Source: an optimization exercise on an open RTL-to-GDS flow (aim: a short achievable clock period and few clock cycles). Production flows keep margins and buffers that such runs may drop.
RTL that was checked went through simulation tests only; none was proved equivalent to the original.
No functional check of the RTL was part of run 1.
Power and IR drop assume default switching activity.

==> design.v <==
localparam [6:0] OPC_OP     = 7'h33,
                 OPC_OPIMM  = 7'h13,
                 OPC_OPEXT  = 7'h0B,
                 OPC_LOAD   = 7'h03,
                 OPC_STORE  = 7'h23,
                 OPC_BRANCH = 7'h63,
                 OPC_JALR   = 7'h67,
                 OPC_JAL    = 7'h6F,
                 OPC_LUI    = 7'h37,
                 OPC_SYSTEM = 7'h73;
localparam [2:0] CAUSE_NONE  = 3'd0,
                 CAUSE_FETCH = 3'd1,
                 CAUSE_LOAD  = 3'd2,
                 CAUSE_STORE = 3'd3,
                 CAUSE_DIV0  = 3'd4;
module risc_alu (
    input  wire [31:0] a,
    input  wire [31:0] b,
    input  wire        s_add,
    input  wire        s_sub,
    input  wire        s_and,
    input  wire        s_or,
    input  wire        s_xor,
    input  wire        s_sll,
    input  wire        s_srl,
    input  wire        s_sra,
    input  wire        s_slt,
    input  wire        s_sge,
    input  wire        s_seq,
    input  wire        s_sne,
    input  wire        s_oth,
    input  wire [31:0] oth,
    output wire [31:0] y
);
    wire [4:0]  sh  = b[4:0];
    wire [31:0] add = a + b;
    wire [31:0] sub = a - b;
    wire        lt  = $signed(a) < $signed(b);
    wire        eq  = a == b;
    wire [31:0] sll = a << sh;
    wire [31:0] srl = a >> sh;
    wire [31:0] sra = $signed(a) >>> sh;
    assign y = ({32{s_add}} & add)
             | ({32{s_sub}} & sub)
             | ({32{s_and}} & (a & b))
             | ({32{s_or}}  & (a | b))
             | ({32{s_xor}} & (a ^ b))
             | ({32{s_sll}} & sll)
             | ({32{s_srl}} & srl)
             | ({32{s_sra}} & sra)
             | {31'd0, (s_slt & lt) | (s_sge & ~lt) | (s_seq & eq) | (s_sne & ~eq)}
             | ({32{s_oth}} & oth);
endmodule
module risc_div #(
    parameter R = 2
) (
    input  wire        clk,
    input  wire        rst,
    input  wire        start,
    input  wire        want_rem,
    input  wire [31:0] a,
    input  wire [31:0] b,
    output wire        hold,
    output wire        fin,
    output wire [31:0] result
);
    localparam [1:0] S_IDLE = 2'd0,
                     S_NORM = 2'd1,
                     S_ITER = 2'd2,
                     S_FIN  = 2'd3;
    reg [1:0]  st;
    reg [31:0] ra, rb;
    reg        rem_sel, neg_q, neg_r;
    reg [31:0] r, q;
    reg [31:0] d;       
    reg [33:0] d3;      
    reg [4:0]  cnt;     
    function [5:0] clz32(input [31:0] x);
        integer i;
        reg     found;
        begin
            clz32 = 6'd32;
            found = 1'b0;
            for (i = 31; i >= 0; i = i - 1)
                if (!found && x[i]) begin
                    clz32 = 31 - i;
                    found = 1'b1;
                end
        end
    endfunction
    wire [31:0] aa  = ra[31] ? -ra : ra;
    wire [31:0] ab  = rb[31] ? -rb : rb;
    wire [33:0] ab3 = {2'b00, ab} + {1'b0, ab, 1'b0};
    wire [5:0]  za  = clz32(aa);
    wire [5:0]  zb  = clz32(ab);
    wire        early = (za > zb);
    wire [5:0]  s   = zb - za;
    wire [4:0]  sh  = {s[4:1], 1'b0};      
    wire [4:0]  h   = s[5:1] + 5'd1;
    reg [31:0] rr, qq, dd;
    reg [33:0] dd3;
    reg [34:0] t1, t2, t3;
    integer k;
    always @* begin
        rr  = r;
        qq  = q;
        dd  = d;
        dd3 = d3;
        for (k = 0; k < R; k = k + 1) begin
            t1 = {3'b000, rr} - {3'b000, dd};
            t2 = {3'b000, rr} - {2'b00, dd, 1'b0};
            t3 = {3'b000, rr} - {1'b0, dd3};
            if (cnt > k) begin
                if (!t3[34]) begin
                    rr = t3[31:0];
                    qq = {qq[29:0], 2'd3};
                end else if (!t2[34]) begin
                    rr = t2[31:0];
                    qq = {qq[29:0], 2'd2};
                end else if (!t1[34]) begin
                    rr = t1[31:0];
                    qq = {qq[29:0], 2'd1};
                end else begin
                    qq = {qq[29:0], 2'd0};
                end
                dd  = {2'b00, dd[31:2]};
                dd3 = {2'b00, dd3[33:2]};
            end
        end
    end
    always @(posedge clk) begin
        if (rst) begin
            st <= S_IDLE;
        end else begin
            case (st)
                S_NORM: st <= early ? S_FIN : S_ITER;
                S_ITER: if (cnt <= R) st <= S_FIN;
                default: st <= start ? S_NORM : S_IDLE;    
            endcase
        end
    end
    always @(posedge clk) begin
        case (st)
            S_IDLE, S_FIN: begin
                ra      <= a;
                rb      <= b;
                rem_sel <= want_rem;
                neg_q   <= a[31] ^ b[31];
                neg_r   <= a[31];
            end
            S_NORM: begin
                r   <= aa;
                q   <= 32'd0;
                d   <= ab << sh;
                d3  <= ab3 << sh;
                cnt <= h;
            end
            S_ITER: begin
                r   <= rr;
                q   <= qq;
                d   <= dd;
                d3  <= dd3;
                cnt <= (cnt > R) ? cnt - R : 5'd0;
            end
            default: ;
        endcase
    end
    assign hold   = (st == S_NORM && !early) || (st == S_ITER && cnt > R);
    assign fin    = (st == S_FIN);
    assign result = rem_sel ? (neg_r ? -r : r) : (neg_q ? -q : q);
endmodule
module risc_regfile (
    input  wire        clk,
    input  wire        rst,
    input  wire [4:0]  ra1,
    input  wire [4:0]  ra2,
    input  wire [4:0]  ra3,
    output wire [31:0] rd1,
    output wire [31:0] rd2,
    output wire [31:0] rd3,
    input  wire        wea,
    input  wire [4:0]  waa,
    input  wire [31:0] wda,
    input  wire        web,
    input  wire [4:0]  wab,
    input  wire [31:0] wdb
);
    wire [1023:0] q;
    assign q[31:0] = 32'd0;
    genvar i;
    generate
        for (i = 1; i < 32; i = i + 1) begin : g_reg
            reg [31:0] r;
            always @(posedge clk) begin
                if (rst)
                    r <= 32'd0;
                else if (wea && waa == i)
                    r <= wda;
                else if (web && wab == i)
                    r <= wdb;
            end
            assign q[i*32 +: 32] = r;
        end
    endgenerate
    assign rd1 = q[ra1*32 +: 32];
    assign rd2 = q[ra2*32 +: 32];
    assign rd3 = q[ra3*32 +: 32];
endmodule
module risc_core (
    input  wire        clk,
    input  wire        rst,
    output wire [15:0] imem_addr,
    input  wire [31:0] imem_rdata,
    output wire [15:0] dmem_addr,
    output wire        dmem_we,
    output wire [31:0] dmem_wdata,
    input  wire [31:0] dmem_rdata,
    input  wire [31:0] in_data,
    output wire        in_pop,
    output wire        out_valid,
    output wire [31:0] out_data,
    output wire        halted,
    output wire [2:0]  trap_cause,
    output wire [31:0] trap_info,
    output wire [31:0] pc_out,
    input  wire [4:0]  dbg_addr,
    output wire [31:0] dbg_data
);
localparam [6:0] OPC_OP     = 7'h33,
                 OPC_OPIMM  = 7'h13,
                 OPC_OPEXT  = 7'h0B,
                 OPC_LOAD   = 7'h03,
                 OPC_STORE  = 7'h23,
                 OPC_BRANCH = 7'h63,
                 OPC_JALR   = 7'h67,
                 OPC_JAL    = 7'h6F,
                 OPC_LUI    = 7'h37,
                 OPC_SYSTEM = 7'h73;
localparam [2:0] CAUSE_NONE  = 3'd0,
                 CAUSE_FETCH = 3'd1,
                 CAUSE_LOAD  = 3'd2,
                 CAUSE_STORE = 3'd3,
                 CAUSE_DIV0  = 3'd4;
    reg [15:0] fa;         
    reg [31:0] pc;         
    reg        iv;         
    reg        ptk;        
    reg        stop;       
    reg        halt_r;
    reg [2:0]  cause;
    reg [31:0] info;
    reg        l1_v, l2_v;
    reg [4:0]  l1_rd, l2_rd;
    reg        m_v, m2_v;
    reg [4:0]  m_rd, m2_rd;
    reg [31:0] m_a, m_b;
    reg [31:0] mp0;
    reg [15:0] mp1, mp2;
    reg [4:0]  dv_rd;
    reg [15:0] da;
    reg        dwe;
    reg [31:0] dwd;
    reg        ov_r;
    reg [31:0] od_r;
    reg        bt_v;
    reg [15:0] bt_tag;
    reg [15:0] bt_tgt;
    wire [31:0] ir     = imem_rdata;
    wire [6:0]  opcode = ir[6:0];
    wire [4:0]  rd     = ir[11:7];
    wire [2:0]  f3     = ir[14:12];
    wire [4:0]  rs1    = ir[19:15];
    wire [4:0]  rs2    = ir[24:20];
    wire [6:0]  f7     = ir[31:25];
    wire [31:0] imm_i  = {{20{ir[31]}}, ir[31:20]};
    wire [31:0] imm_s  = {{20{ir[31]}}, ir[31:25], ir[11:7]};
    wire [31:0] imm_b  = {{20{ir[31]}}, ir[31], ir[7], ir[30:25], ir[11:8]};
    wire [31:0] imm_u  = {ir[31:12], 12'd0};
    wire [31:0] imm_j  = {{12{ir[31]}}, ir[31:12]};
    wire o_op    = (opcode == OPC_OP);
    wire o_opimm = (opcode == OPC_OPIMM);
    wire o_opext = (opcode == OPC_OPEXT);
    wire o_load  = (opcode == OPC_LOAD);
    wire o_store = (opcode == OPC_STORE);
    wire o_br    = (opcode == OPC_BRANCH);
    wire o_jalr  = (opcode == OPC_JALR);
    wire o_jal   = (opcode == OPC_JAL);
    wire o_lui   = (opcode == OPC_LUI);
    wire o_sys   = (opcode == OPC_SYSTEM);
    wire [9:0] ff = {f7, f3};
    wire r_add = o_op && ff == {7'h00, 3'd0};
    wire r_sll = o_op && ff == {7'h00, 3'd1};
    wire r_slt = o_op && ff == {7'h00, 3'd2};
    wire r_xor = o_op && ff == {7'h00, 3'd4};
    wire r_srl = o_op && ff == {7'h00, 3'd5};
    wire r_or  = o_op && ff == {7'h00, 3'd6};
    wire r_and = o_op && ff == {7'h00, 3'd7};
    wire r_sub = o_op && ff == {7'h20, 3'd0};
    wire r_sra = o_op && ff == {7'h20, 3'd5};
    wire r_mul = o_op && ff == {7'h01, 3'd0};
    wire r_div = o_op && ff == {7'h01, 3'd4};
    wire r_rem = o_op && ff == {7'h01, 3'd6};
    wire r_seq = o_op && ff == {7'h10, 3'd0};
    wire r_sne = o_op && ff == {7'h10, 3'd1};
    wire r_sge = o_op && ff == {7'h10, 3'd5};
    wire i_add = o_opimm && f3 == 3'd0;
    wire i_sll = o_opimm && f3 == 3'd1 && f7 == 7'h00;
    wire i_slt = o_opimm && f3 == 3'd2;
    wire i_xor = o_opimm && f3 == 3'd4;
    wire i_srl = o_opimm && f3 == 3'd5 && f7 == 7'h00;
    wire i_sra = o_opimm && f3 == 3'd5 && f7 == 7'h20;
    wire i_or  = o_opimm && f3 == 3'd6;
    wire i_and = o_opimm && f3 == 3'd7;
    wire e_sub = o_opext && f3 == 3'd0;
    wire e_seq = o_opext && f3 == 3'd1;
    wire e_sne = o_opext && f3 == 3'd2;
    wire e_sge = o_opext && f3 == 3'd3;
    wire e_mul = o_opext && f3 == 3'd4;
    wire e_div = o_opext && f3 == 3'd5;
    wire e_rem = o_opext && f3 == 3'd6;
    wire d_lw     = o_load  && f3 == 3'd2;
    wire d_sw     = o_store && f3 == 3'd2;
    wire d_br     = o_br    && (f3 == 3'd0 || f3 == 3'd1 || f3 == 3'd4 || f3 == 3'd5);
    wire d_jalr   = o_jalr  && f3 == 3'd0;
    wire d_ebreak = (ir == 32'h0000_0073);
    wire d_eread  = o_sys && f7 == 7'd1 && ir[24:12] == 13'd0;
    wire d_ewrite = o_sys && f7 == 7'd2 && ir[24:20] == 5'd0 && f3 == 3'd0 && rd == 5'd0;
    wire d_mul = r_mul | e_mul;
    wire d_div = r_div | r_rem | e_div | e_rem;
    wire d_rem = r_rem | e_rem;
    wire s_add = r_add | i_add;
    wire s_sub = r_sub | e_sub;
    wire s_and = r_and | i_and;
    wire s_or  = r_or  | i_or;
    wire s_xor = r_xor | i_xor;
    wire s_sll = r_sll | i_sll;
    wire s_srl = r_srl | i_srl;
    wire s_sra = r_sra | i_sra;
    wire s_slt = r_slt | i_slt;
    wire s_sge = r_sge | e_sge;
    wire s_seq = r_seq | e_seq;
    wire s_sne = r_sne | e_sne;
    wire s_lui  = o_lui;
    wire s_link = o_jal | d_jalr;
    wire s_in   = d_eread;
    wire d_alu = s_add | s_sub | s_and | s_or | s_xor | s_sll | s_srl | s_sra |
                 s_slt | s_sge | s_seq | s_sne;
    wire d_valid = d_alu | d_mul | d_div | d_lw | d_sw | d_br | d_jalr | o_jal |
                   o_lui | d_ebreak | d_eread | d_ewrite;
    wire use_imm = o_opimm | o_opext;
    wire use1 = o_op | o_opimm | o_opext | o_load | o_store | o_br | o_jalr |
                (o_sys && f7 == 7'd2);
    wire use2 = o_op | o_store | o_br;
    wire wr_a = d_alu | o_lui | o_jal | d_jalr | d_eread;
    wire [31:0] x1v, x2v;
    wire        rf_wea;
    wire [31:0] rf_wda;
    wire        rf_web;
    wire [4:0]  rf_wab;
    wire [31:0] rf_wdb;
    risc_regfile u_rf (
        .clk (clk),
        .rst (rst),
        .ra1 (rs1),
        .ra2 (rs2),
        .ra3 (dbg_addr),
        .rd1 (x1v),
        .rd2 (x2v),
        .rd3 (dbg_data),
        .wea (rf_wea),
        .waa (rd),
        .wda (rf_wda),
        .web (rf_web),
        .wab (rf_wab),
        .wdb (rf_wdb)
    );
    wire [31:0] opb = use_imm ? imm_i : x2v;
    wire [31:0] pc_inc = pc + 32'd1;
    wire [31:0] oth = s_lui ? imm_u : s_link ? pc_inc : in_data;
    wire [31:0] alu_y;
    risc_alu u_alu (
        .a     (x1v),
        .b     (opb),
        .s_add (s_add),
        .s_sub (s_sub),
        .s_and (s_and),
        .s_or  (s_or),
        .s_xor (s_xor),
        .s_sll (s_sll),
        .s_srl (s_srl),
        .s_sra (s_sra),
        .s_slt (s_slt),
        .s_sge (s_sge),
        .s_seq (s_seq),
        .s_sne (s_sne),
        .s_oth (s_lui | s_link | s_in),
        .oth   (oth),
        .y     (alu_y)
    );
    reg br_taken;
    always @* begin
        case (f3)
            3'd0:    br_taken = (x1v == x2v);
            3'd1:    br_taken = (x1v != x2v);
            3'd4:    br_taken = ($signed(x1v) <  $signed(x2v));
            default: br_taken = ($signed(x1v) >= $signed(x2v));
        endcase
    end
    wire [31:0] t_br   = pc_inc + imm_b;
    wire [31:0] t_jal  = pc_inc + imm_j;
    wire [31:0] t_jalr = x1v + imm_i;
    wire        br_nz  = (imm_b != 32'd0);
    wire        jal_nz = (imm_j != 32'd0);
    wire [31:0] ea_l = x1v + imm_i;
    wire [31:0] ea_s = x1v + imm_s;
    wire        l_oor = (ea_l[31:16] != 16'd0);
    wire        s_oor = (ea_s[31:16] != 16'd0);
    wire        div0  = (opb == 32'd0);
    wire pc_oor = (pc[31:16] != 16'd0);
    wire d_hold, d_fin;
    wire ex = iv && !stop && !pc_oor;
    wire hz1 = use1 && rs1 != 5'd0 &&
               ((l1_v && rs1 == l1_rd) || (l2_v && rs1 == l2_rd) ||
                (m_v && rs1 == m_rd) || (m2_v && rs1 == m2_rd) || (d_fin && rs1 == dv_rd));
    wire hz2 = use2 && rs2 != 5'd0 &&
               ((l1_v && rs2 == l1_rd) || (l2_v && rs2 == l2_rd) ||
                (m_v && rs2 == m_rd) || (m2_v && rs2 == m2_rd) || (d_fin && rs2 == dv_rd));
    wire stall = hz1 || hz2;
    wire go = ex && !stall;
    wire ev_inval = go && !d_valid;
    wire ev_ebrk  = go && d_ebreak;
    wire ev_div0  = go && d_div && div0;
    wire ev_lo    = go && d_lw && l_oor;
    wire ev_so    = go && d_sw && s_oor;
    wire ev_fetch = iv && !stop && pc_oor;
    wire ev_keep  = ev_inval | ev_div0 | ev_lo | ev_so;    
    wire halt_ev  = ev_keep | ev_ebrk | ev_fetch;
    wire tk_br  = d_br && br_taken && br_nz;
    wire tk_jal = o_jal && jal_nz;
    reg [31:0] npc;
    always @* begin
        if (tk_br)       npc = t_br;
        else if (tk_jal) npc = t_jal;
        else if (d_jalr) npc = t_jalr;
        else             npc = pc_inc;
    end
    wire redirect = ptk ? !tk_br : (tk_br | tk_jal | d_jalr);
    wire d_start = go && d_div && !div0;
    wire        bt_hit = bt_v && (bt_tag == fa);
    wire [15:0] fa_pred = bt_hit ? bt_tgt : fa + 16'd1;
    always @(posedge clk) begin
        if (rst) begin
            fa   <= 16'd0;
            iv   <= 1'b0;
            ptk  <= 1'b0;
            bt_v <= 1'b0;
        end else if (!stop) begin
            if (!iv) begin
                if (!d_hold) begin
                    fa  <= fa_pred;
                    ptk <= bt_hit;
                    iv  <= 1'b1;
                end
            end else if (!go) begin
                fa  <= pc[15:0];
                iv  <= 1'b0;
                ptk <= 1'b0;
            end else if (d_div) begin
                fa  <= pc_inc[15:0];
                iv  <= 1'b0;
                ptk <= 1'b0;
            end else if (redirect) begin
                fa  <= npc[15:0];
                iv  <= 1'b0;
                ptk <= 1'b0;
            end else begin
                fa  <= fa_pred;
                ptk <= bt_hit;
            end
            if (go && tk_br && imm_b[31] && !ptk) begin
                bt_v   <= 1'b1;
                bt_tag <= pc[15:0];
                bt_tgt <= t_br[15:0];
            end
        end
    end
    reg [31:0] epc;
    reg        keep;
    always @(posedge clk) begin
        if (rst) begin
            pc    <= 32'd0;
            stop  <= 1'b0;
            keep  <= 1'b0;
            cause <= CAUSE_NONE;
            info  <= 32'd0;
        end else begin
            if (go) begin
                pc  <= npc;
                epc <= pc;
            end
            if (halt_ev) begin
                stop <= 1'b1;
                keep <= ev_keep;
            end
            if (ev_div0)  begin cause <= CAUSE_DIV0;  info <= pc;   end
            if (ev_lo)    begin cause <= CAUSE_LOAD;  info <= ea_l; end
            if (ev_so)    begin cause <= CAUSE_STORE; info <= ea_s; end
            if (ev_fetch) begin cause <= CAUSE_FETCH; info <= pc;   end
        end
    end
    always @(posedge clk) begin
        if (rst) halt_r <= 1'b0;
        else     halt_r <= (stop || halt_ev) && !l1_v && !m_v;
    end
    wire wr_now = go && wr_a && rd != 5'd0;
    wire wr_any = go && (wr_a || (d_lw && !l_oor) || d_mul || (d_div && !div0));
    always @(posedge clk) begin
        if (rst) begin
            l1_v  <= 1'b0;
            l2_v  <= 1'b0;
            m_v   <= 1'b0;
            dwe   <= 1'b0;
            ov_r  <= 1'b0;
        end else begin
            l1_v  <= go && d_lw && !l_oor && rd != 5'd0;
            l2_v  <= l1_v && !(wr_any && rd == l1_rd);
            m_v   <= go && d_mul && rd != 5'd0;
            m2_v  <= m_v && !(wr_any && rd == m_rd);
            dwe   <= go && d_sw && !s_oor;
            ov_r  <= go && d_ewrite;
        end
        l1_rd <= rd;
        l2_rd <= l1_rd;
        m_rd  <= rd;
        m_a   <= x1v;
        m_b   <= opb;
        m2_rd <= m_rd;
        mp0   <= m_a[15:0] * m_b[15:0];
        mp1   <= m_a[31:16] * m_b[15:0];
        mp2   <= m_a[15:0] * m_b[31:16];
        if (d_start) dv_rd <= rd;
        da    <= o_store ? ea_s[15:0] : ea_l[15:0];
        dwd  <= x2v;
        od_r <= x1v;
    end
    wire [31:0] dv_y;
    risc_div u_div (
        .clk      (clk),
        .rst      (rst),
        .start    (d_start),
        .want_rem (d_rem),
        .a        (x1v),
        .b        (opb),
        .hold     (d_hold),
        .fin      (d_fin),
        .result   (dv_y)
    );
    wire [31:0] m_y = mp0 + {mp1 + mp2, 16'd0};
    assign rf_wea = wr_now;
    assign rf_wda = alu_y;
    assign rf_web = l2_v | m2_v | d_fin;
    assign rf_wab = l2_v ? l2_rd : m2_v ? m2_rd : dv_rd;
    assign rf_wdb = l2_v ? dmem_rdata : m2_v ? m_y : dv_y;
    assign imem_addr  = fa;
    assign dmem_addr  = da;
    assign dmem_we    = dwe;
    assign dmem_wdata = dwd;
    assign in_pop     = ex && d_eread;
    assign out_valid  = ov_r;
    assign out_data   = od_r;
    assign halted     = halt_r;
    assign trap_cause = cause;
    assign trap_info  = info;
    assign pc_out     = keep ? epc : pc;
endmodule
==> flow/run.sh <==
#!/bin/bash
set -euo pipefail
bash standard.sh SETUP_SLACK_MARGIN=6.3 TNS_END_PERCENT=20 finish > standard.log 2>&1
==> standard.sh <==
#!/bin/bash
# synth_recipe.tcl (not shown) runs the flow's synth.tcl, then flattens the netlist and writes it again
# the make line also repeats each setting of config.mk as NAME=value (left out here)
make -C /OpenROAD-flow-scripts/flow DESIGN_CONFIG=/design/flow/config.mk WORK_HOME=/design/flow/orfs CLKGATE_MAP_FILE= SYNTH_SCRIPT=/design/flow/synth_recipe.tcl "${@:-finish}"
==> config.mk <==
export PLATFORM = sky130hd
export DESIGN_NAME = risc_core
export DESIGN_NICKNAME = risc_core
export VERILOG_FILES = /design/flow/design.v
export SDC_FILE = /design/flow/constraint.sdc
export NUM_CORES = 4
export LEC_CHECK = 0
export ABC_CLOCK_PERIOD_IN_PS = 4000
export CAP_MARGIN = 20
export CORE_MARGIN = 2
export CORE_UTILIZATION = 40
export SLEW_MARGIN = 20
==> constraint.sdc <==
create_clock -name core_clock -period 13.5 [get_ports {clk}]
set_input_delay 2.7000 -clock core_clock [delete_from_list [all_inputs] [get_ports {clk}]]
set_output_delay 2.7000 -clock core_clock [all_outputs]
set_load 0.01 [all_outputs]
==> flow_results.xml, run 1 <==
<?xml version="1.0" encoding="UTF-8"?>
<metrics>
  <group name="cts">
    <metric name="cts.path.max_buffers" unit="">4</metric>
    <metric name="worst_skew_pair_latency" unit="ns">1.07</metric>
    <metric name="cts_tree" unit="">built</metric>
    <metric name="cts_num_sinks" unit="">1545</metric>
    <metric name="worst_setup_hold_path_clk_slew" unit="ns">0.06</metric>
    <metric name="h_tree_levels" unit="">4</metric>
    <metric name="cts-hold-fix-buffers" unit="">0</metric>
    <metric name="cts.root.buffer_cell" unit="">sky130_fd_sc_hd__clkbuf_16</metric>
    <metric name="cts_inserted_buffers" unit="">192</metric>
  </group>
  <group name="floorplan">
    <metric name="num_rows" unit="">218</metric>
    <metric name="floorplan.core_area" unit="sq um">353000</metric>
    <metric name="initial_utilization" unit="%">40.3</metric>
    <metric name="die_x" unit="microns">600</metric>
    <metric name="die_area" unit="sq um">360000</metric>
    <metric name="pin_count" unit="">302</metric>
    <metric name="die_h" unit="microns">600</metric>
  </group>
  <group name="finish">
    <metric name="nets" unit="">17200</metric>
    <metric name="fin_cells" unit="">21000</metric>
    <metric name="mostFrequentLayoutCells" unit="">sky130_fd_sc_hd__a211oi_1 (1,787), sky130_fd_sc_hd__nor2_1 (1,606), sky130_fd_sc_hd__dfxtp_1 (1,265)</metric>
    <metric name="area_growth" unit="%">19.3</metric>
    <metric name="leading_cell_type_in_the_layout_fill_and_taps_excluded" unit="">sky130_fd_sc_hd__a211oi_1</metric>
    <metric name="layout-drive-gt1-share" unit="%">19.9</metric>
    <metric name="finished_cell_area" unit="sq um">170000</metric>
  </group>
  <group name="routing">
    <metric name="viasPerCell" unit="">6.97</metric>
    <metric name="wirelength" unit="microns">743000</metric>
    <metric name="routed-via-count" unit="">146000</metric>
    <metric name="final_antenna_net_count" unit="">0</metric>
    <metric name="wl_per_cell" unit="microns">35.4</metric>
    <metric name="drt_iter0_drc" unit="">23800</metric>
    <metric name="route.detailed.drc" unit="">0</metric>
    <metric name="detailedRoute.firstPassIterationCount" unit="">9</metric>
  </group>
  <group name="job">
    <metric name="max-cap-violations" unit="">0</metric>
  </group>
  <group name="sta">
    <metric name="rsz0062_at_grt" unit="">true</metric>
    <metric name="max_clock_freq" unit="GHz">0.124</metric>
    <metric name="slew_worst_pin" unit="ns">1.33</metric>
    <metric name="timing_max_transition_violations_final" unit="">0</metric>
    <metric name="totalNegativeSetupSlack" unit="ns">0</metric>
    <metric name="period_needed" unit="ns">8.07</metric>
    <metric name="worst_clock_skew" unit="ns">0.206</metric>
    <metric name="worst_hold_slack" unit="ns">0.420</metric>
    <metric name="finalSetupViolCount" unit="">0</metric>
    <metric name="finalHoldViolations" unit="">0</metric>
    <metric name="max-slew-margin-rel" unit="%">10.2</metric>
    <metric name="timing.final.crit_share" unit="%">59.7</metric>
  </group>
  <group name="grt">
    <metric name="met2_usage" unit="%">54.5</metric>
    <metric name="met1_layer_usage_reported_by_global_route" unit="%">49.0</metric>
    <metric name="grt_use_met3" unit="%">13.9</metric>
    <metric name="most_heavily_used_metal_layer_in_global_routing" unit="">met2</metric>
    <metric name="grt_use_total" unit="%">39.2</metric>
    <metric name="first_global_vias" unit="">134000</metric>
    <metric name="grt_first_pass_wirelength" unit="microns">1030000</metric>
    <metric name="grt_antenna_before_repair" unit="">73</metric>
    <metric name="maximum_number_of_pins_on_one_net_before_global_route_repair" unit="">87</metric>
    <metric name="grt-ovfl-total" unit="">0</metric>
  </group>
  <group name="logic_synthesis">
    <metric name="synth_edf_count" unit="">271</metric>
    <metric name="async_reset_ff_share" unit="%">0</metric>
    <metric name="mappedNetlistArea" unit="sq um">142000</metric>
    <metric name="synthesis.instances" unit="">16100</metric>
    <metric name="post_synth.cell_area_avg" unit="sq um">8.85</metric>
    <metric name="synth_top_flop_cell" unit="">sky130_fd_sc_hd__dfxtp_1</metric>
    <metric name="synthesis.yosys.warnings" unit="">3</metric>
    <metric name="yosys_register_bits" unit="">1545</metric>
    <metric name="postSynthNetCount" unit="">17200</metric>
    <metric name="ys_seq_area_share" unit="%">23.7</metric>
    <metric name="synth_cell_type_count" unit="">101</metric>
  </group>
  <group name="critical_path">
    <metric name="critical-path-slowest-cell" unit="">sky130_fd_sc_hd__buf_12</metric>
    <metric name="critPathKind" unit="">input port to register</metric>
    <metric name="data_arrival_critical_path" unit="ns">8.88</metric>
    <metric name="worst-endpoint-required" unit="ns">14.32</metric>
    <metric name="crit_path_max_fanout" unit="">51</metric>
    <metric name="cp-end-kind" unit="">register</metric>
    <metric name="crit_chain" unit="">buf_6 &gt; buf_12 &gt; mux4_2 &gt; mux2i_2 &gt; buf_6 &gt; o21a_1 &gt; inv_1 &gt; ha_1 &gt; a21oi_1 &gt; nor2_1 &gt; nor2_1 &gt; nand2_1 &gt; a211o_1 &gt; a41oi_2 &gt; buf_4 &gt; nor2_2 &gt; o21a_1 &gt; o32a_1 &gt; a22oi_2 &gt; a2111oi_4 &gt; buf_6 &gt; buf_12 &gt; a211oi_1</metric>
    <metric name="cpPeakStageDelay" unit="ns">0.55</metric>
    <metric name="crit_path_start_kind" unit="">input port</metric>
    <metric name="timing.critical_path.mode_cell" unit="">sky130_fd_sc_hd__buf_6</metric>
  </group>
  <group name="power_and_ir_drop">
    <metric name="leakage" unit="nW">64.1</metric>
    <metric name="pwr_density_cell" unit="nW/um^2">249</metric>
    <metric name="report.power.total" unit="mW">42.2</metric>
    <metric name="irDropWorstVdd" unit="mV">0.560</metric>
  </group>
  <group name="hold_path">
    <metric name="worst_hold_path_type" unit="">register to register</metric>
  </group>
  <group name="place">
    <metric name="port-buffer-count" unit="">301</metric>
    <metric name="dpl-instance-area" unit="sq um">151000</metric>
    <metric name="place.detailed.hpwl" unit="microns">476000</metric>
    <metric name="place.detailed.instances" unit="">20000</metric>
    <metric name="gp_congestion" unit="">1.05</metric>
  </group>
  <group name="run_status">
    <metric name="run_status" unit="">no timing/DRC/antenna violations</metric>
  </group>
</metrics>
path summary, 6_finish.rpt:
kind	startpoint	endpoint	slack (ns)	depth (start not counted)
worst max-delay path	imem_rdata[23]	u_rf.g_reg[4].r[26]$_SDFFE_PP0P_	5.43	23
worst max register to register	u_div.d3[5]$_DFFE_PP_	u_div.r[31]$_DFFE_PP_	5.86	30
worst min register to register	m_rd[3]$_DFF_P_	m2_rd[3]$_DFF_P_	0.42	0
worst min-delay path	m_rd[3]$_DFF_P_	m2_rd[3]$_DFF_P_	0.42	0
critical path: cells and delay by family:
| kind | cells | cell delay, ns |
|---|---|---|
| buffers and inverters | 7 | 2.05 |
| AND/OR/NAND/NOR | 4 | 0.53 |
| adder cells (fa/ha/maj) | 1 | 0.44 |
| multiplexers | 2 | 0.73 |
| AO/OA/AOI/OAI | 9 | 2.15 |
synth_stat cells (85+ instances only):
cell type | count | share of area, %
sky130_fd_sc_hd__buf_2 | 89 | 0.31
sky130_fd_sc_hd__mux2_2 | 206 | 1.6
sky130_fd_sc_hd__nand2_1 | 1060 | 2.8
sky130_fd_sc_hd__edfxtp_1 | 271 | 5.7
sky130_fd_sc_hd__o21a_1 | 107 | 0.56
sky130_fd_sc_hd__mux4_2 | 817 | 13
sky130_fd_sc_hd__clkbuf_1 | 1274 | 3.4
sky130_fd_sc_hd__mux2i_1 | 418 | 2.9
sky130_fd_sc_hd__a21oi_1 | 714 | 2.5
sky130_fd_sc_hd__a211oi_1 | 1951 | 10
sky130_fd_sc_hd__nor3_1 | 233 | 0.82
sky130_fd_sc_hd__ha_1 | 689 | 6.1
sky130_fd_sc_hd__a31oi_1 | 102 | 0.45
sky130_fd_sc_hd__a21o_1 | 190 | 1.0
sky130_fd_sc_hd__xor2_1 | 197 | 1.2
sky130_fd_sc_hd__inv_1 | 845 | 2.2
sky130_fd_sc_hd__o21ai_0 | 594 | 2.1
sky130_fd_sc_hd__nand4_1 | 87 | 0.38
sky130_fd_sc_hd__and2_1 | 277 | 1.2
sky130_fd_sc_hd__a22o_1 | 108 | 0.66
sky130_fd_sc_hd__xnor2_1 | 420 | 2.6
sky130_fd_sc_hd__fa_1 | 370 | 5.2
sky130_fd_sc_hd__nor4_1 | 142 | 0.62
sky130_fd_sc_hd__buf_1 | 126 | 0.33
sky130_fd_sc_hd__and3_1 | 86 | 0.38
sky130_fd_sc_hd__nor2_1 | 1663 | 4.4
sky130_fd_sc_hd__o221ai_1 | 95 | 0.58
sky130_fd_sc_hd__o21bai_1 | 85 | 0.45
sky130_fd_sc_hd__nand3_1 | 232 | 0.82
sky130_fd_sc_hd__dfxtp_1 | 1274 | 18
sky130_fd_sc_hd__nor2b_1 | 95 | 0.42
sky130_fd_sc_hd__nand2b_1 | 99 | 0.44
what timing repair did:
item | 4_1_cts | 5_1_grt
pin swaps | 120 | 100
resized for setup | 867 | 332
buffers inserted | 319 | 129
setup endpoints to repair | 1280 | 1228
cloned | 95 | 27
power by group:
| group | total [mW] | internal, mW | switching (mW) |
|---|---|---|---|
| logic | 30.2 | 11.0 | 19.2 |
| registers | 6.35 | 5.61 | 0.734 |
| clock network | 5.66 | 3.26 | 2.40 |
| total | 42.2 | 19.9 | 22.3 |
state kept, by name (all words and copies together), names as in the netlist, 31 cells and up:
name,count
m_b,32
u_div.d,32
u_div.q,32
u_rf.g.r,992
u_div.rb,32
od_r,32
u_div.d3,34
epc,32
pc,32
dwd,32
u_div.ra,31
info,32
u_div.r,32
mp0,32
logic make-up after synthesis:
kind of cell	count (synthesis)	synth area share (%)
compound gates	4824	23.8
simple gates	4232	13.6
buf+inv	2359	6.35
flops	1545	23.7
mux	1444	17.5
fa+ha+maj	1059	11.3
xor+xnor	617	3.80
routing by layer:
layer / vias to the layer above / part of all wire (%)
met5: - / 0.076
met3: 3051 / 14
li1: 60600 / -
met2: 11600 / 40
met4: 60 / 9.6
met1: 71200 / 36
metrics by stage:
| stage | worst slack (ns) | util, % |
|---|---|---|
| finish | 5.43 | 48.0 |
| global placement | 2.18 | 42.6 |
| floorplan | 4.98 | - |
| global route | 5.40 | 48.0 |
| detailed placement | 2.22 | 42.7 |
| CTS | 5.69 | 47.1 |
area by class of cell:
cell class              instances  area, sq um
clock buffers                 269         5520
diodes                         46          115
inverters                     852         3350
repair buffers               1309        15200
clock inverters                77         1070
multi-input cells           12200       105000
fillers                     33100       184000
well taps                    4730         5920
flip-flops and latches       1545        33700
==> run 2, diff against run 1 <==
--- a/design.v
+++ b/design.v
@@ -76,16 +76,18 @@
     reg [33:0] d3;      
     reg [4:0]  cnt;     
     function [5:0] clz32(input [31:0] x);
-        integer i;
-        reg     found;
+        reg [31:0] v;
+        reg [5:0]  n;
         begin
-            clz32 = 6'd32;
-            found = 1'b0;
-            for (i = 31; i >= 0; i = i - 1)
-                if (!found && x[i]) begin
-                    clz32 = 31 - i;
-                    found = 1'b1;
-                end
+            v = x;
+            n = 6'd0;
+            if (v[31:16] == 16'd0) begin n = n + 6'd16; v = {v[15:0], 16'd0}; end
+            if (v[31:24] == 8'd0)  begin n = n + 6'd8;  v = {v[23:0], 8'd0};  end
+            if (v[31:28] == 4'd0)  begin n = n + 6'd4;  v = {v[27:0], 4'd0};  end
+            if (v[31:30] == 2'd0)  begin n = n + 6'd2;  v = {v[29:0], 2'd0};  end
+            if (v[31] == 1'b0)     begin n = n + 6'd1;  v = {v[30:0], 1'd0};  end
+            if (v[31] == 1'b0)     n = n + 6'd1;
+            clz32 = n;
         end
     endfunction
     wire [31:0] aa  = ra[31] ? -ra : ra;
@@ -519,6 +521,7 @@
             l1_v  <= 1'b0;
             l2_v  <= 1'b0;
             m_v   <= 1'b0;
+            m2_v  <= 1'b0;
             dwe   <= 1'b0;
             ov_r  <= 1'b0;
         end else begin
==> run 2 against run 1 <==
Compared with the run above:
- via count up 0.10%
- critical path depth up 1
- sequential cell count unchanged
- sequential power up 1%
- global-route usage up 1.1 points
- now fails the layout checks on max-capacitance violations, max-slew violations
- clock skew down 0.040 ns
- wire length up 1.6%
- clock power up 2%
- largest power group unchanged
- setup slack worse by 0.21 ns
- total power up 38%
- combinational power up 53%
- final area up 2.2%
==> flow_results.xml, run 2 <==
<?xml version="1.0" encoding="UTF-8"?>
<metrics>
  <group name="run_status">
    <metric name="run_status" unit="">finished with violations</metric>
    <metric name="violations" unit="">max-capacitance violations, max-slew violations</metric>
  </group>
  <group name="hold_path">
    <metric name="sink_of_the_worst_hold_path" unit="">m2_rd[2]$_DFF_P_</metric>
    <metric name="hold_depth" unit="">0</metric>
    <metric name="holdCritStartpoint" unit="">m_rd[2]$_DFF_P_</metric>
    <metric name="worst_hold_path_type" unit="">register to register</metric>
  </group>
  <group name="sta">
    <metric name="timing.final.crit_share" unit="%">61.3</metric>
    <metric name="finalSetupViolCount" unit="">0</metric>
    <metric name="rsz0062_at_grt" unit="">true</metric>
    <metric name="period_needed" unit="ns">8.27</metric>
    <metric name="worst_clock_skew" unit="ns">0.166</metric>
    <metric name="finalHoldViolations" unit="">0</metric>
    <metric name="slew_worst_pin" unit="ns">1.87</metric>
    <metric name="max-slew-margin-rel" unit="%">-25.0</metric>
    <metric name="timing_max_transition_violations_final" unit="">13</metric>
    <metric name="totalNegativeSetupSlack" unit="ns">0</metric>
    <metric name="max_clock_freq" unit="GHz">0.121</metric>
  </group>
  <group name="logic_synthesis">
    <metric name="synth.most_common_cell" unit="">sky130_fd_sc_hd__nor2_1</metric>
    <metric name="synth.top_cells.by_area" unit="">sky130_fd_sc_hd__dfxtp_1 (18%), sky130_fd_sc_hd__mux4_2 (14%), sky130_fd_sc_hd__a211oi_1 (8.2%)</metric>
    <metric name="synth_edf_count" unit="">270</metric>
    <metric name="ys_seq_area_share" unit="%">23.9</metric>
    <metric name="yosys_register_bits" unit="">1545</metric>
    <metric name="synthesis.instances" unit="">16100</metric>
    <metric name="netlist_top_cells_count" unit="">sky130_fd_sc_hd__nor2_1 (1,691), sky130_fd_sc_hd__nand2_1 (1,569), sky130_fd_sc_hd__a211oi_1 (1,532)</metric>
    <metric name="async_reset_ff_share" unit="%">0</metric>
    <metric name="synth.largest_area_cell" unit="">sky130_fd_sc_hd__dfxtp_1</metric>
    <metric name="synth_top_flop_cell" unit="">sky130_fd_sc_hd__dfxtp_1</metric>
    <metric name="postSynthNetCount" unit="">17200</metric>
    <metric name="synth.top_cell.area_share" unit="%">18.1</metric>
    <metric name="synthesis.yosys.warnings" unit="">3</metric>
    <metric name="post_synth.cell_area_avg" unit="sq um">8.75</metric>
    <metric name="synth_cell_type_count" unit="">98</metric>
    <metric name="mappedNetlistArea" unit="sq um">141000</metric>
  </group>
  <group name="place">
    <metric name="place.detailed.hpwl" unit="microns">474000</metric>
    <metric name="gp_congestion" unit="">1.04</metric>
    <metric name="port-buffer-count" unit="">301</metric>
  </group>
  <group name="critical_path">
    <metric name="critical-path-slowest-cell" unit="">sky130_fd_sc_hd__a21oi_1</metric>
    <metric name="cpPeakStageDelay" unit="ns">0.65</metric>
    <metric name="timing.critical_path.mode_cell" unit="">sky130_fd_sc_hd__buf_4</metric>
    <metric name="reg2reg_setup_slack" unit="ns">5.43</metric>
    <metric name="crit_chain" unit="">buf_16 &gt; buf_4 &gt; buf_12 &gt; buf_16 &gt; buf_4 &gt; buf_4 &gt; mux4_2 &gt; mux4_2 &gt; mux2i_4 &gt; a21oi_2 &gt; inv_2 &gt; ha_1 &gt; nor2_1 &gt; a211oi_1 &gt; a21oi_1 &gt; o21ai_0 &gt; a221o_1 &gt; a21oi_1 &gt; o31ai_1 &gt; a21oi_2 &gt; o21ai_2 &gt; buf_4 &gt; nor2_1 &gt; a311oi_1</metric>
    <metric name="critPathKind" unit="">input port to register</metric>
    <metric name="worst_r2r_startpoint" unit="">u_div.r[1]$_DFFE_PP_</metric>
    <metric name="cp-end-kind" unit="">register</metric>
    <metric name="crit_path_start_kind" unit="">input port</metric>
    <metric name="crit_path_max_fanout" unit="">31</metric>
    <metric name="reg2reg_depth" unit="">41</metric>
    <metric name="data_arrival_critical_path" unit="ns">9.04</metric>
    <metric name="worst-endpoint-required" unit="ns">14.27</metric>
    <metric name="reg2reg_to" unit="">u_div.r[15]$_DFFE_PP_</metric>
  </group>
  <group name="power_and_ir_drop">
    <metric name="leakage" unit="nW">66.6</metric>
    <metric name="pwr_density_cell" unit="nW/um^2">337</metric>
    <metric name="report.power.total" unit="mW">58.4</metric>
    <metric name="irDropWorstVdd" unit="mV">2.01</metric>
  </group>
  <group name="routing">
    <metric name="viasPerCell" unit="">6.91</metric>
    <metric name="route.detailed.drc" unit="">0</metric>
    <metric name="final_antenna_net_count" unit="">0</metric>
    <metric name="wl_per_cell" unit="microns">35.6</metric>
    <metric name="drt_iter0_drc" unit="">22800</metric>
    <metric name="detailedRoute.firstPassIterationCount" unit="">11</metric>
    <metric name="wirelength" unit="microns">755000</metric>
    <metric name="routed-via-count" unit="">147000</metric>
  </group>
  <group name="cts">
    <metric name="cts_inserted_buffers" unit="">193</metric>
    <metric name="worst_setup_hold_path_clk_slew" unit="ns">0.07</metric>
    <metric name="cts.path.max_buffers" unit="">4</metric>
    <metric name="cts_num_sinks" unit="">1545</metric>
    <metric name="cts.root.buffer_cell" unit="">sky130_fd_sc_hd__clkbuf_16</metric>
    <metric name="cts-hold-fix-buffers" unit="">0</metric>
    <metric name="h_tree_levels" unit="">4</metric>
    <metric name="cts_tree" unit="">built</metric>
    <metric name="worst_skew_pair_latency" unit="ns">1.01</metric>
  </group>
  <group name="finish">
    <metric name="max_flop_register" unit="">u_rf.g.r</metric>
    <metric name="layout-drive-gt1-share" unit="%">23.3</metric>
    <metric name="area_growth" unit="%">23.3</metric>
    <metric name="mostFrequentLayoutCells" unit="">sky130_fd_sc_hd__nor2_1 (1,572), sky130_fd_sc_hd__nand2_1 (1,484), sky130_fd_sc_hd__a211oi_1 (1,425)</metric>
    <metric name="largest_registers_ranked_by_flip_flop_count" unit="">u_rf.g.r (992), u_div.d3 (34)</metric>
    <metric name="layout.core_utilization" unit="%">49.6</metric>
    <metric name="nets" unit="">17600</metric>
    <metric name="largest_reg_flops" unit="">992</metric>
    <metric name="leading_cell_type_in_the_layout_fill_and_taps_excluded" unit="">sky130_fd_sc_hd__nor2_1</metric>
  </group>
  <group name="floorplan">
    <metric name="die_x" unit="microns">597</metric>
    <metric name="die_area" unit="sq um">356000</metric>
    <metric name="initial_utilization" unit="%">40.2</metric>
    <metric name="pin_count" unit="">302</metric>
    <metric name="floorplan.core_area" unit="sq um">350000</metric>
    <metric name="num_rows" unit="">217</metric>
    <metric name="die_h" unit="microns">597</metric>
  </group>
  <group name="grt">
    <metric name="grt-ovfl-total" unit="">0</metric>
    <metric name="grt_first_pass_wirelength" unit="microns">1040000</metric>
    <metric name="first_global_vias" unit="">135000</metric>
    <metric name="maximum_number_of_pins_on_one_net_before_global_route_repair" unit="">183</metric>
    <metric name="grt_use_total" unit="%">40.3</metric>
    <metric name="grt_antenna_before_repair" unit="">52</metric>
  </group>
  <group name="job">
    <metric name="max-cap-violations" unit="">1</metric>
  </group>
</metrics>
[run 2: metal layers]
layer	wire, microns	part of all wire, %	up-vias	GRT usage, %
met4	72700	9.6	46	31.7
li1	-	-	60300	-
met2	307000	41	11500	57.2
met3	106000	14	3104	13.0
met1	270000	36	71600	50.2
met5	349	0.046	-	0
[run 2: timing repair]
action,CTS,global route
gates cloned,123,34
pin swaps,326,197
buffers inserted,549,133
setup endpoints to repair,1272,1264
gates resized for setup,1169,556
hold endpoints to repair,0,0
[run 2: per-stage QoR]
step | area (sq um) | hold slack (ns) | worst slack [ns] | std cells
floorplan | 142000 | 0.397 | 5.30 | 16100
global placement | 149000 | 0.424 | 2.39 | 20000
detailed placement | 149000 | 0.429 | 2.62 | 20000
CTS | 169000 | 0.420 | 5.59 | 21000
global route | 173000 | 0.426 | 5.21 | 21200
finish | 173000 | 0.416 | 5.23 | 21200
[run 2: how the worst max path moves through the flow]
| stage | startpoint | end | slack, ns | cells after the start |
|---|---|---|---|---|
| finish | imem_rdata[20] | u_rf.g_reg[22].r[20]$_SDFFE_PP0P_ | 5.23 | 24 |
| detailed placement | imem_rdata[20] | u_rf.g_reg[22].r[18]$_SDFFE_PP0P_ | 2.62 | 23 |
| floorplan | imem_rdata[20] | u_rf.g_reg[22].r[31]$_SDFFE_PP0P_ | 5.30 | 27 |
| global route | u_div.r[1]$_DFFE_PP_ | u_div.r[3]$_DFFE_PP_ | 5.21 | 38 |
| CTS | imem_rdata[20] | u_rf.g_reg[21].r[0]$_SDFFE_PP0P_ | 5.59 | 22 |
| global placement | imem_rdata[15] | bt_tag[8]$_DFFE_PP_ | 2.39 | 22 |
[run 2: cells by family (layout without fill, tap and decap cells)]
kind of cell               count (synthesis)  count (layout)  share of synthesized area [%]
AOI/OAI and AO/OA                       4559            4563                           22.4
xor gates and xnor gates                 640             640                           3.99
adders and majority gates               1069            1069                           11.5
buffers and inverters                   2290            2770                           6.22
DFF                                     1545            1545                           23.9
muxes                                   1394            1394                           17.8
other                                      0              43                              0
and+or+nand+nor                         4576            4601                           14.3
[run 2: critical path: cells and delay by family]
kind	cells	cell delay [ns]
compound gates	10	2.74
fa+ha+maj	1	0.42
buf+inv	8	1.33
mux	3	1.41
simple gates	2	0.34
[run 2: area by class of cell]
class | instances | area (sq um)
inverters | 859 | 3360
well taps | 4599 | 5750
flip-flops and latches | 1545 | 33600
fillers | 32400 | 176000
multi-input cells | 12300 | 106000
repair inverters | 2 | 17.5
clock inverters | 103 | 1330
diodes | 43 | 108
clock buffers | 253 | 5460
repair buffers | 1553 | 18000
[run 2: report_power, final]
group / total (mW) / switching (mW) / internal (mW)
clock: 5.75 / 2.45 / 3.31
combinational: 46.2 / 28.0 / 18.3
sequential: 6.44 / 0.464 / 5.98
total: 58.4 / 30.9 / 27.5
Testbench counts of run 2, summed over its fixed seeds: cycles 145,830.
==> run 3, diff against run 2 <==
==> run.sh (new file) <==
#!/bin/bash
# synth_recipe.tcl (not shown) runs the flow's synth.tcl, then flattens the netlist and writes it again
# the make line also repeats each setting of config.mk as NAME=value (left out here)
make -C /OpenROAD-flow-scripts/flow DESIGN_CONFIG=/design/flow/config.mk WORK_HOME=/design/flow/orfs CLKGATE_MAP_FILE= SYNTH_SCRIPT=/design/flow/synth_recipe.tcl finish
==> config.mk (replaced) <==
export PLATFORM = sky130hd
export DESIGN_NAME = risc_core
export DESIGN_NICKNAME = risc_core
export VERILOG_FILES = /design/flow/design.v
export SDC_FILE = /design/flow/constraint.sdc
export NUM_CORES = 4
export LEC_CHECK = 0
export CAP_MARGIN = 30
export CORE_MARGIN = 2
export CORE_UTILIZATION = 30
export SETUP_SLACK_MARGIN = 3
export SLEW_MARGIN = 30
removed: flow/run.sh
removed: standard.sh
==> run 3 against run 2 <==
Compared with the run above:
- the layout still fails its checks (max-capacitance violations, max-slew violations)
- sequential power shrank 1%
- clock skew is 0.072 ns lower
- register-to-register slack got worse by 2.0 ns
- worst hold slack gained 0.028 ns
- critical path depth down 3
- critical path type unchanged
- largest cell class unchanged
- highest routed layer unchanged
==> flow_results.xml, run 3 <==
<?xml version="1.0" encoding="UTF-8"?>
<metrics>
  <group name="cts">
    <metric name="worst_setup_hold_path_clk_slew" unit="ns">0.06</metric>
    <metric name="cts_inserted_buffers" unit="">194</metric>
    <metric name="h_tree_levels" unit="">4</metric>
    <metric name="cts_num_sinks" unit="">1545</metric>
    <metric name="cts.root.buffer_cell" unit="">sky130_fd_sc_hd__clkbuf_16</metric>
    <metric name="cts_tree" unit="">built</metric>
    <metric name="cts.path.max_buffers" unit="">4</metric>
    <metric name="worst_skew_pair_latency" unit="ns">0.99</metric>
    <metric name="cts-hold-fix-buffers" unit="">0</metric>
  </group>
  <group name="run_status">
    <metric name="violations" unit="">max-capacitance violations, max-slew violations</metric>
    <metric name="run_status" unit="">finished with violations</metric>
  </group>
  <group name="place">
    <metric name="place.detailed.hpwl" unit="microns">466000</metric>
    <metric name="port-buffer-count" unit="">301</metric>
    <metric name="gp_congestion" unit="">1.06</metric>
    <metric name="place.detailed.instances" unit="">21600</metric>
  </group>
  <group name="power_and_ir_drop">
    <metric name="leakage" unit="nW">59.2</metric>
    <metric name="irDropWorstVdd" unit="mV">2.18</metric>
    <metric name="p_switching" unit="mW">26.6</metric>
    <metric name="power_frac_clock" unit="%">12.0</metric>
    <metric name="pwr_density_cell" unit="nW/um^2">298</metric>
    <metric name="combPwrFrac" unit="%">74.5</metric>
    <metric name="p_int" unit="mW">20.4</metric>
    <metric name="power_frac_seq" unit="%">13.5</metric>
    <metric name="netSwitchingFraction" unit="%">56.6</metric>
  </group>
  <group name="floorplan">
    <metric name="die_h" unit="microns">689</metric>
    <metric name="floorplan.core_area" unit="sq um">467000</metric>
    <metric name="num_rows" unit="">251</metric>
    <metric name="die_x" unit="microns">689</metric>
    <metric name="die_area" unit="sq um">474000</metric>
    <metric name="pin_count" unit="">302</metric>
    <metric name="initial_utilization" unit="%">30.1</metric>
  </group>
  <group name="routing">
    <metric name="detailedRoute.firstPassIterationCount" unit="">6</metric>
    <metric name="viasPerCell" unit="">6.22</metric>
    <metric name="final_antenna_net_count" unit="">0</metric>
    <metric name="wl_per_cell" unit="microns">30.5</metric>
    <metric name="route.detailed.drc" unit="">0</metric>
    <metric name="drt_iter0_drc" unit="">19800</metric>
    <metric name="wirelength" unit="microns">673000</metric>
    <metric name="routed-via-count" unit="">137000</metric>
  </group>
  <group name="logic_synthesis">
    <metric name="async_reset_ff_share" unit="%">0</metric>
    <metric name="postSynthNetCount" unit="">17200</metric>
    <metric name="synth.top_cell.area_share" unit="%">18.1</metric>
    <metric name="mappedNetlistArea" unit="sq um">141000</metric>
    <metric name="yosys_register_bits" unit="">1545</metric>
    <metric name="synthesis.yosys.warnings" unit="">3</metric>
    <metric name="netlist_top_cells_count" unit="">sky130_fd_sc_hd__nor2_1 (1,691), sky130_fd_sc_hd__nand2_1 (1,569), sky130_fd_sc_hd__a211oi_1 (1,532)</metric>
    <metric name="synth.top_cells.by_area" unit="">sky130_fd_sc_hd__dfxtp_1 (18%), sky130_fd_sc_hd__mux4_2 (14%), sky130_fd_sc_hd__a211oi_1 (8.2%)</metric>
    <metric name="synthesis.instances" unit="">16100</metric>
    <metric name="synth.largest_area_cell" unit="">sky130_fd_sc_hd__dfxtp_1</metric>
    <metric name="synth.most_common_cell" unit="">sky130_fd_sc_hd__nor2_1</metric>
    <metric name="synth_top_flop_cell" unit="">sky130_fd_sc_hd__dfxtp_1</metric>
    <metric name="ys_seq_area_share" unit="%">23.9</metric>
    <metric name="synth_edf_count" unit="">270</metric>
    <metric name="post_synth.cell_area_avg" unit="sq um">8.75</metric>
    <metric name="synth_cell_type_count" unit="">98</metric>
  </group>
  <group name="finish">
    <metric name="mostFrequentLayoutCells" unit="">sky130_fd_sc_hd__nor2_1 (1,635), sky130_fd_sc_hd__nand2_1 (1,539), sky130_fd_sc_hd__a211oi_1 (1,528)</metric>
    <metric name="largest_reg_flops" unit="">992</metric>
    <metric name="area_growth" unit="%">12.3</metric>
    <metric name="leading_cell_type_in_the_layout_fill_and_taps_excluded" unit="">sky130_fd_sc_hd__nor2_1</metric>
    <metric name="largest_registers_ranked_by_flip_flop_count" unit="">u_rf.g.r (992), u_div.d3 (34)</metric>
    <metric name="max_flop_register" unit="">u_rf.g.r</metric>
    <metric name="nets" unit="">16800</metric>
    <metric name="layout-drive-gt1-share" unit="%">13.7</metric>
    <metric name="fin_cells" unit="">22000</metric>
  </group>
  <group name="sta">
    <metric name="timing.final.crit_share" unit="%">77.3</metric>
    <metric name="finalSetupViolCount" unit="">0</metric>
    <metric name="totalNegativeSetupSlack" unit="ns">0</metric>
    <metric name="slew_worst_pin" unit="ns">1.50</metric>
    <metric name="period_needed" unit="ns">10.44</metric>
    <metric name="max-slew-margin-rel" unit="%">-1.17</metric>
    <metric name="max_clock_freq" unit="GHz">0.0958</metric>
    <metric name="worst_clock_skew" unit="ns">0.0944</metric>
    <metric name="finalHoldViolations" unit="">0</metric>
    <metric name="rsz0062_at_grt" unit="">true</metric>
    <metric name="timing_max_transition_violations_final" unit="">3</metric>
  </group>
  <group name="critical_path">
    <metric name="critPathKind" unit="">input port to register</metric>
    <metric name="critical-path-slowest-cell" unit="">sky130_fd_sc_hd__buf_4</metric>
    <metric name="data_arrival_critical_path" unit="ns">11.22</metric>
    <metric name="cp-end-kind" unit="">register</metric>
    <metric name="crit_chain" unit="">buf_8 &gt; buf_4 &gt; buf_4 &gt; mux4_2 &gt; mux4_2 &gt; a21oi_1 &gt; inv_1 &gt; o21ai_0 &gt; inv_1 &gt; ha_1 &gt; or3_1 &gt; nor3_1 &gt; a31oi_1 &gt; a2111oi_1 &gt; o41a_1 &gt; nor2_1 &gt; a311oi_1 &gt; mux2i_1 &gt; a21oi_2 &gt; buf_4 &gt; a221oi_1</metric>
    <metric name="cp_top_family" unit="">compound AO/OA/AOI/OAI gates</metric>
    <metric name="crit_path_start_kind" unit="">input port</metric>
    <metric name="crit_path_max_fanout" unit="">53</metric>
    <metric name="buffers_and_inverters_on_the_worst_path" unit="">6</metric>
    <metric name="worst-endpoint-required" unit="ns">14.29</metric>
    <metric name="cpPeakStageDelay" unit="ns">0.81</metric>
    <metric name="timing.critical_path.mode_cell" unit="">sky130_fd_sc_hd__buf_4</metric>
  </group>
  <group name="grt">
    <metric name="maximum_number_of_pins_on_one_net_before_global_route_repair" unit="">181</metric>
    <metric name="first_global_vias" unit="">128000</metric>
    <metric name="grt_antenna_before_repair" unit="">70</metric>
    <metric name="grt_first_pass_wirelength" unit="microns">950000</metric>
    <metric name="grt_use_total" unit="%">27.3</metric>
    <metric name="grt-ovfl-total" unit="">0</metric>
  </group>
  <group name="hold_path">
    <metric name="worst_hold_path_type" unit="">register to register</metric>
  </group>
  <group name="job">
    <metric name="max-cap-violations" unit="">1</metric>
  </group>
</metrics>
==> run 3: what timing repair did <==
action	in CTS	in global routing
setup endpoints to repair	0	170
buffers inserted	0	7
gates resized for setup	0	15
==> run 3: metal layers <==
layer  share of wire, %  GRT usage [%]  vias up
met5              0.075          0.316        -
met4                8.1           18.7       46
met3                 13           8.93     2116
met2                 42           40.0     9082
met1                 37           34.0    67400
li1                   -              -    58600
==> run 3: worst paths after layout <==
kind                                             from                           endpoint  slack (ns)  depth (start not counted)
worst max-delay path                   imem_rdata[21]  u_rf.g_reg[24].r[31]$_SDFFE_PP0P_        3.06                         21
worst min-delay path                  m_rd[3]$_DFF_P_                   m2_rd[3]$_DFF_P_        0.44                          0
worst max register to register  u_div.rb[6]$_DFFE_PP_              u_div.d[26]$_DFFE_PP_        3.43                         24
worst min register to register        m_rd[3]$_DFF_P_                   m2_rd[3]$_DFF_P_        0.44                          0
==> run 3: final cells by class <==
cell class | instances | area (sq um)
Clock inverter | 86 | 1120
Tap cell | 6198 | 7750
Inverter | 859 | 3230
Fill cell | 47900 | 309000
Multi-Input combinational cell | 12200 | 99700
Timing Repair Buffer | 772 | 6850
Sequential cell | 1545 | 33600
Antenna cell | 80 | 200
Clock buffer | 266 | 5510
==> run 3: cells by family (layout without fill, tap and decap cells) <==
kind of cell             count (synthesis)  after routing  synth area share (%)
AND/OR/NAND/NOR                       4576           4576                  14.3
AO/OA/AOI/OAI                         4559           4560                  22.4
buffers and inverters                 2290           1983                  6.22
flip-flops                            1545           1545                  23.9
multiplexers                          1394           1394                  17.8
adder cells (fa/ha/maj)               1069           1069                  11.5
XOR/XNOR                               640            640                  3.99
other                                    0             80                     0
==> run 3: worst reg2reg max path, delay by kind of cell, from the launching register on <==
family                   cells  cell delay (ns)
buffers and inverters        4             1.01
AO/OA/AOI/OAI                8             2.98
flip-flops                   1             0.47
XOR/XNOR                     1             0.60
multiplexers                 1             0.46
adder cells (fa/ha/maj)      3             1.53
AND/OR/NAND/NOR              7             2.83
==> run 3: stage by stage <==
stage | utilization, % | area [sq um] | power, mW | hold slack (ns) | worst slack (ns)
after floorplan | - | 141000 | 29.3 | 0.397 | 3.62
after global placement | 32.2 | 151000 | 39.7 | 0.429 | 2.16
after detailed placement | 32.3 | 151000 | 40.0 | 0.427 | 2.20
after CTS | 33.7 | 157000 | 45.7 | 0.439 | 3.09
after global routing | 33.8 | 158000 | 49.3 | 0.455 | 2.93
final | 33.8 | 158000 | 47.1 | 0.444 | 3.06
==> run 3: power groups by stage <==
stage,combinational (mW),clock (mW),sequential (mW)
after global placement,33.3,0,6.46
after detailed placement,33.5,0,6.47
after global routing,37.1,5.82,6.39
final,35.1,5.63,6.37
after CTS,33.7,5.65,6.37
after floorplan,23.0,0,6.30
==> run 4, diff against run 3 <==
--- a/design.v
+++ b/design.v
@@ -354,7 +354,7 @@
                 (o_sys && f7 == 7'd2);
     wire use2 = o_op | o_store | o_br;
     wire wr_a = d_alu | o_lui | o_jal | d_jalr | d_eread;
-    wire [31:0] x1v, x2v;
+    wire [31:0] r1v, r2v;
     wire        rf_wea;
     wire [31:0] rf_wda;
     wire        rf_web;
@@ -366,16 +366,21 @@
         .ra1 (rs1),
         .ra2 (rs2),
         .ra3 (dbg_addr),
-        .rd1 (x1v),
-        .rd2 (x2v),
+        .rd1 (r1v),
+        .rd2 (r2v),
         .rd3 (dbg_data),
         .wea (rf_wea),
-        .waa (rd),
+        .waa (wb_rd),
         .wda (rf_wda),
         .web (rf_web),
         .wab (rf_wab),
         .wdb (rf_wdb)
     );
+    reg         wb_v;
+    reg  [4:0]  wb_rd;
+    reg  [31:0] wb_d;
+    wire [31:0] x1v = (wb_v && wb_rd == rs1) ? wb_d : r1v;
+    wire [31:0] x2v = (wb_v && wb_rd == rs2) ? wb_d : r2v;
     wire [31:0] opb = use_imm ? imm_i : x2v;
     wire [31:0] pc_inc = pc + 32'd1;
     wire [31:0] oth = s_lui ? imm_u : s_link ? pc_inc : in_data;
@@ -559,8 +564,14 @@
         .result   (dv_y)
     );
     wire [31:0] m_y = mp0 + {mp1 + mp2, 16'd0};
-    assign rf_wea = wr_now;
-    assign rf_wda = alu_y;
+    always @(posedge clk) begin
+        if (rst) wb_v <= 1'b0;
+        else     wb_v <= wr_now;
+        wb_rd <= rd;
+        wb_d  <= alu_y;
+    end
+    assign rf_wea = wb_v;
+    assign rf_wda = wb_d;
     assign rf_web = l2_v | m2_v | d_fin;
     assign rf_wab = l2_v ? l2_rd : m2_v ? m2_rd : dv_rd;
     assign rf_wdb = l2_v ? dmem_rdata : m2_v ? m_y : dv_y;
==> flow/run.sh (new file) <==
#!/bin/bash
set -euo pipefail
bash standard.sh SETUP_SLACK_MARGIN=6.3 TNS_END_PERCENT=20 finish > standard.log 2>&1
==> standard.sh (new file) <==
#!/bin/bash
# synth_recipe.tcl (not shown) runs the flow's synth.tcl, then flattens the netlist and writes it again
# the make line also repeats each setting of config.mk as NAME=value (left out here)
make -C /OpenROAD-flow-scripts/flow DESIGN_CONFIG=/design/flow/config.mk WORK_HOME=/design/flow/orfs CLKGATE_MAP_FILE= SYNTH_SCRIPT=/design/flow/synth_recipe.tcl "${@:-finish}"
==> config.mk (replaced) <==
export PLATFORM = sky130hd
export DESIGN_NAME = risc_core
export DESIGN_NICKNAME = risc_core
export VERILOG_FILES = /design/flow/design.v
export SDC_FILE = /design/flow/constraint.sdc
export NUM_CORES = 4
export LEC_CHECK = 0
export ABC_CLOCK_PERIOD_IN_PS = 4000
export CAP_MARGIN = 20
export CORE_MARGIN = 2
export CORE_UTILIZATION = 40
export SLEW_MARGIN = 20
removed: run.sh
==> run 4 against run 3 <==
Compared with the run above:
- clock power increased by 1%
- fmax increased by 30%
- utilization increased by 14 points
- wire length increased by 11%
- register-to-register slack improved by 2.3 ns
- largest power group unchanged
- total power increased by 15%
- now clean on timing, DRC and antenna
- highest routed layer unchanged
- first-iteration DRC count increased by 26%
- worst hold slack improved by 0.014 ns
- area after synthesis increased by 1.8%
- clock skew increased by 0.075 ns
- critical path depth increased by 2
- via count increased by 9.3%
==> flow_results.xml, run 4 <==
<?xml version="1.0" encoding="UTF-8"?>
<metrics>
  <group name="finish">
    <metric name="layout.core_utilization" unit="%">48.3</metric>
    <metric name="leading_cell_type_in_the_layout_fill_and_taps_excluded" unit="">sky130_fd_sc_hd__nand2_1</metric>
    <metric name="nets" unit="">18300</metric>
    <metric name="finished_cell_area" unit="sq um">172000</metric>
    <metric name="max_flop_register" unit="">u_rf.g.r</metric>
  </group>
  <group name="critical_path">
    <metric name="critPathKind" unit="">input port to register</metric>
    <metric name="crit_chain" unit="">buf_16 &gt; buf_12 &gt; buf_16 &gt; buf_12 &gt; buf_4 &gt; mux4_2 &gt; a222oi_1 &gt; o211ai_1 &gt; o211ai_1 &gt; nand2_1 &gt; o21ai_2 &gt; inv_1 &gt; nor4_1 &gt; nand4_1 &gt; a211oi_1 &gt; buf_4 &gt; and2_4 &gt; inv_1 &gt; nand2_2 &gt; nor3_4 &gt; buf_12 &gt; a211oi_1 &gt; nor3_1</metric>
    <metric name="reg2reg_setup_slack" unit="ns">5.70</metric>
    <metric name="crit_path_max_fanout" unit="">13</metric>
    <metric name="crit_path_start_kind" unit="">input port</metric>
    <metric name="data_arrival_critical_path" unit="ns">8.81</metric>
    <metric name="worst-endpoint-required" unit="ns">14.30</metric>
    <metric name="cpPeakStageDelay" unit="ns">0.64</metric>
  </group>
  <group name="cts">
    <metric name="worst_skew_pair_latency" unit="ns">1.06</metric>
    <metric name="cts_tree" unit="">built</metric>
    <metric name="h_tree_levels" unit="">4</metric>
    <metric name="cts-hold-fix-buffers" unit="">0</metric>
  </group>
  <group name="grt">
    <metric name="grt_use_met3" unit="%">14.5</metric>
    <metric name="most_heavily_used_metal_layer_in_global_routing" unit="">met2</metric>
    <metric name="grt_antenna_before_repair" unit="">66</metric>
    <metric name="grt-ovfl-total" unit="">0</metric>
    <metric name="maximum_number_of_pins_on_one_net_before_global_route_repair" unit="">182</metric>
  </group>
  <group name="logic_synthesis">
    <metric name="synth.top_cell.area_share" unit="%">18.3</metric>
    <metric name="mappedNetlistArea" unit="sq um">143000</metric>
    <metric name="synth.top_cells.by_area" unit="">sky130_fd_sc_hd__dfxtp_1 (18%), sky130_fd_sc_hd__mux4_2 (12%), sky130_fd_sc_hd__ha_1 (6.1%)</metric>
    <metric name="post_synth.cell_area_avg" unit="sq um">8.43</metric>
    <metric name="synthesis.yosys.warnings" unit="">3</metric>
    <metric name="synthesis.instances" unit="">17000</metric>
    <metric name="synth_cell_type_count" unit="">99</metric>
    <metric name="async_reset_ff_share" unit="%">0</metric>
  </group>
  <group name="floorplan">
    <metric name="num_rows" unit="">219</metric>
    <metric name="pin_count" unit="">302</metric>
    <metric name="die_area" unit="sq um">363000</metric>
  </group>
  <group name="place">
    <metric name="placement.setup.worst_slack" unit="ns">2.46</metric>
    <metric name="dpl-instance-area" unit="sq um">151000</metric>
    <metric name="place.detailed.instances" unit="">21000</metric>
  </group>
  <group name="power_and_ir_drop">
    <metric name="report.power.total" unit="mW">54.1</metric>
    <metric name="pwr_density_cell" unit="nW/um^2">314</metric>
    <metric name="leakage" unit="nW">67.6</metric>
  </group>
  <group name="routing">
    <metric name="drt_iter0_drc" unit="">25000</metric>
    <metric name="route.detailed.drc" unit="">0</metric>
  </group>
  <group name="sta">
    <metric name="totalNegativeSetupSlack" unit="ns">0</metric>
    <metric name="period_needed" unit="ns">8.01</metric>
    <metric name="finalSetupViolCount" unit="">0</metric>
    <metric name="max-slew-margin-rel" unit="%">12.0</metric>
    <metric name="finalHoldViolations" unit="">0</metric>
    <metric name="timing.final.crit_share" unit="%">59.4</metric>
  </group>
  <group name="job">
    <metric name="max-cap-violations" unit="">0</metric>
  </group>
  <group name="run_status">
    <metric name="run_status" unit="">no timing/DRC/antenna violations</metric>
  </group>
</metrics>
[run 4: path summary, 6_finish.rpt]
path / from / endpoint / cells past startpoint
worst min register to register: bt_v$_SDFFE_PP0P_ / bt_v$_SDFFE_PP0P_ / 1
worst max register to register: u_div.r[1]$_DFFE_PP_ / u_div.r[1]$_DFFE_PP_ / 40
worst max-delay path: imem_rdata[20] / info[27]$_SDFFE_PP0P_ / 23
worst min-delay path: bt_v$_SDFFE_PP0P_ / bt_v$_SDFFE_PP0P_ / 1
[run 4: final cells by class]
cell class,count,area [sq um]
inverter,885,3440
clock inverter,105,1110
timing repair buffer,1424,15900
antenna,52,130
tap,4751,5940
clock buffer,257,5520
fill,33700,184000
multi-input combinational,13100,106000
sequential,1578,34300
[run 4: power by group]
| group | internal (mW) | switching (mW) | leakage [nW] | total [mW] |
|---|---|---|---|---|
| Clock | 3.20 | 2.49 | 3.27 | 5.69 |
| Combinational | 16.8 | 24.9 | 51.1 | 41.7 |
| Sequential | 5.89 | 0.781 | 13.3 | 6.67 |
[run 4: timing repair]
action                                   CTS  global route
endpoints found under the setup margin   311           298
setup buffers                            413           172
gates resized for setup                 1076           323
cloned                                    94            16
pin swaps                                259           155
[run 4: logic make-up (layout without fill, tap and decap cells)]
family / count (synthesis) / count (layout) / share of synthesized area, %
fa+ha+maj: 1067 / 1067 / 11.3
xor+xnor: 630 / 630 / 3.85
mux: 1505 / 1505 / 17.2
simple gates: 5202 / 5211 / 15.7
flops: 1578 / 1578 / 23.9
buf+inv: 2358 / 2671 / 6.25
other cells: 0 / 52 / 0
compound gates: 4655 / 4659 / 21.7
[run 4: routing by layer]
| layer | up-vias | wire length (microns) |
|---|---|---|
| li1 | 62500 | - |
| met1 | 72000 | 262000 |
| met2 | 12100 | 296000 |
| met5 | - | 262 |
| met3 | 3446 | 108000 |
| met4 | 42 | 78400 |
Testbench counts of run 4, summed over its fixed seeds: cycles 145,830.

-- re-timing with driven ports --
The results above use ideal ports. As a check the final layouts listed here were re-extracted and re-timed, cells and wires unchanged.
Step 1 assumes that a clkbuf_16 drives the clock port and a buf_2 every other input.
Step 2 also shifts input and output timing later by t, the mid clock arrival at the registers, as if the neighbouring blocks saw the same clock.
a / b / c = ideal ports / drivers / drivers and shift; a / b = the first two.
run | shift t [ns] | slack for setup (ns) | worst hold slack (ns) | worst setup path at the end | slew at the worst register clock pin (ns)
run 1 | 1.079 | 5.434 / 5.002 / 3.923 | 0.420 / 0.420 / 0.420 | input to register | 0.07 / 0.07
run 2 | 1.043 | 5.228 / 4.951 / 3.908 | 0.416 / 0.416 / 0.416 | input to register | 0.07 / 0.07
run 3 | 1.062 | 3.060 / 2.986 / 1.924 | 0.444 / 0.444 / 0.444 | input to register | 0.07 / 0.07
run 4 | 1.108 | 5.488 / 5.117 / 4.009 | 0.458 / 0.458 / 0.458 | input to register | 0.07 / 0.07
For run 1, which loses most, drivers alone change the setup slack by -0.432 ns; drivers and shift together by -1.511 ns.
